This is an optimization exercise on Yosys and OpenROAD, whose aim is small area, not a production implementation.
In this exercise RTL edits were held to simulation tests only and were not proved equivalent to the original.
The flow treats the clock pin as an ideal source. Dropping or thinning the clock tree relies on that and would not hold on a real chip.
Power figures rest on the tool's default switching activity, not on a simulated workload.

== alpha ==
Design magicgen, start of the top module:
module magicgen (
    input  wire         clk,
    input  wire         rst,
    input  wire         cmd_valid,
    output wire         cmd_ready,
    input  wire [129:0] cmd_word,
    output wire         rsp_valid,
    input  wire         rsp_ready,
    output wire [40:0]  rsp_word
);
Size: ~660 cells after synthesis, ~110 flip-flops, ~180 I/O pins, ~7200 um2 of cells after synthesis.
clock: 20.0 ns
lec_check: 0
cap_margin: 20
core_margin: 2
core_utilization: 40
place_density: 0.6
setup_slack_margin: 0.3
slew_margin: 20
standard.sh (not shown) runs the stock make flow with config.mk's settings and CLKGATE_MAP_FILE= SYNTH_SCRIPT=/design/flow/synth_recipe.tcl, a recipe that flattens the netlist after the stock synthesis.
==> flow/flow/run.sh <==
#!/bin/bash
# The standard flow's synthesis with an area-oriented ABC mapping script; the standard
# floorplan and placement with the ports buffered with buf_1; a clock tree
# built by hand (flow/my_cts.tcl: one root buffer, eight leaf buffers, one
# per eighth of the flip-flops); then the standard routing and finish.
set -euo pipefail
export OWN_WORK=$PWD
export OWN_ABC_SCRIPT=$PWD/flow/abc_area.script
PORTS="BUFFER_PORTS_ARGS=-buffer_cell sky130_fd_sc_hd__buf_1"
R=$PWD/orfs/results/sky130hd/magicgen/base
bash standard.sh "SYNTH_SCRIPT=$PWD/flow/own_synth.tcl" synth > synth.log 2>&1
bash standard.sh "$PORTS" place > place.log 2>&1
PLAT_DIR=$FLOW_HOME/platforms/sky130hd IN_ODB=$R/3_place.odb IN_SDC=$R/3_place.sdc \
  OUT_ODB=$R/4_1_cts.odb OUT_SDC=$R/4_cts.sdc \
  LEAF_BUF=sky130_fd_sc_hd__clkbuf_8 ROOT_BUF=sky130_fd_sc_hd__clkbuf_4 LEVELS=3 \
  openroad -no_init -exit flow/my_cts.tcl > cts.log 2>&1
cp $R/4_1_cts.odb $R/4_cts.odb
bash standard.sh "$PORTS" finish > layout.log 2>&1
Other scripts of this flow, unchanged in this note and not shown: flow/flow/abc_area.script, flow/flow/my_cts.tcl, flow/flow/own_synth.tcl
diff inputs: alpha => beta
# alpha
export LEC_CHECK = 0
export CAP_MARGIN = 20
export CORE_MARGIN = 2
export CORE_UTILIZATION = 40
export PLACE_DENSITY = 0.6
export SETUP_SLACK_MARGIN = 0.3
export SLEW_MARGIN = 20
create_clock -name core_clock -period 20.0 [get_ports {clk}]
# beta
export LEC_CHECK = 0
export CAP_MARGIN = 20
export CORE_MARGIN = 2
export CORE_UTILIZATION = 40
export GPL_TIMING_DRIVEN = 1
export PLACE_DENSITY = 0.6
export SLEW_MARGIN = 20
create_clock -name core_clock -period 20.0 [get_ports {clk}]
Findings:
Looking at final critical-path share of the clock period, beta sits 0.36 points higher than alpha does.
HPWL after detailed placement: alpha vs beta — no meaningful difference
Compared with alpha, in beta routed length on met3 now larger; power density relative to cell area now smaller; total setup violations reported at the end of the flow comparable; clock latency on the worst-skew pair comparable; first-pass GRT wire length now smaller.
Per the comparison of beta with alpha, power now smaller, total wire length dropped 120 um, via count decreased by about 1% relative to the old numbers.
No run of this note takes its clock network from TritonCTS; it comes from the design's own scripts or RTL.

---

magicgen, a different RTL version from the one above (not shown whole).
Size: ~120 flip-flops, roughly 180 I/O pins.
clock: 20.0 ns
lec_check: 0
cap_margin: 20
core_margin: 2
core_utilization: 40
place_density: 0.6
slew_margin: 20
==> flow/flow/run.sh <==
#!/bin/bash
# Standard synthesis, then the standard layout with: ports buffered with
# buf_1; a clock tree of a few clkbuf_8 clusters, without dummy loads.
set -euo pipefail
bash standard.sh synth > synth.log 2>&1
bash standard.sh "BUFFER_PORTS_ARGS=-buffer_cell sky130_fd_sc_hd__buf_1" \
  "CTS_ARGS=-sink_clustering_enable -repair_clock_nets -dont_use_dummy_load -buf_list sky130_fd_sc_hd__clkbuf_8 -sink_clustering_size 80 -sink_clustering_max_diameter 300" \
  finish > layout.log 2>&1
Rerun with:
--- a/flow/flow/run.sh
+++ b/flow/flow/run.sh
@@ -7 +7 @@
-  "CTS_ARGS=-sink_clustering_enable -repair_clock_nets -dont_use_dummy_load -buf_list sky130_fd_sc_hd__clkbuf_8 -sink_clustering_size 80 -sink_clustering_max_diameter 300" \
+  "CTS_ARGS=-sink_clustering_enable -repair_clock_nets -dont_use_dummy_load -buf_list sky130_fd_sc_hd__clkbuf_8 -sink_clustering_size 30 -sink_clustering_max_diameter 100" \
=> Hold slack stays the same. Synthesized area does not change. Flip-flop and latch count does not change. Final area stays the same. Combinational power barely changes. Global-route usage is unchanged. Setup slack stays the same. Sequential power is about the same. Routed wire length is unchanged. Clock power stays flat.

[separate check: timing with driven ports]
No port has a modelled driver above. Below, the same layouts with a new extraction and two added sets of constraints. Step 1, drivers: a clkbuf_16 drives clk and a buf_2 each remaining input, both assumed. Step 2, shift: input delay + t, output delay - t, t = (earliest + latest rising clock arrival at the registers) / 2. This alone moves slack from input paths to output paths. a / b / c = ideal ports / drivers / drivers and shift; a / b = the first two.
| run | t, ns | slack for setup (ns) | clock arrival spread, ns |
|---|---|---|---|
| alpha | 0.520 | 1.122 / 1.128 / 0.609 | 0.015 / 0.015 |
| beta | 0.510 | 1.049 / 1.053 / 0.543 | 0.018 / 0.017 |
| the first run of note 2 | 0.478 | 1.434 / 1.444 / 0.966 | 0.031 / 0.031 |
| the second run of note 2 | 0.478 | 1.434 / 1.444 / 0.966 | 0.031 / 0.031 |
After both steps every run listed still meets setup and hold. The setup slack of alpha, which loses most, moves by +0.006 ns with the drivers and by -0.513 ns with both steps.
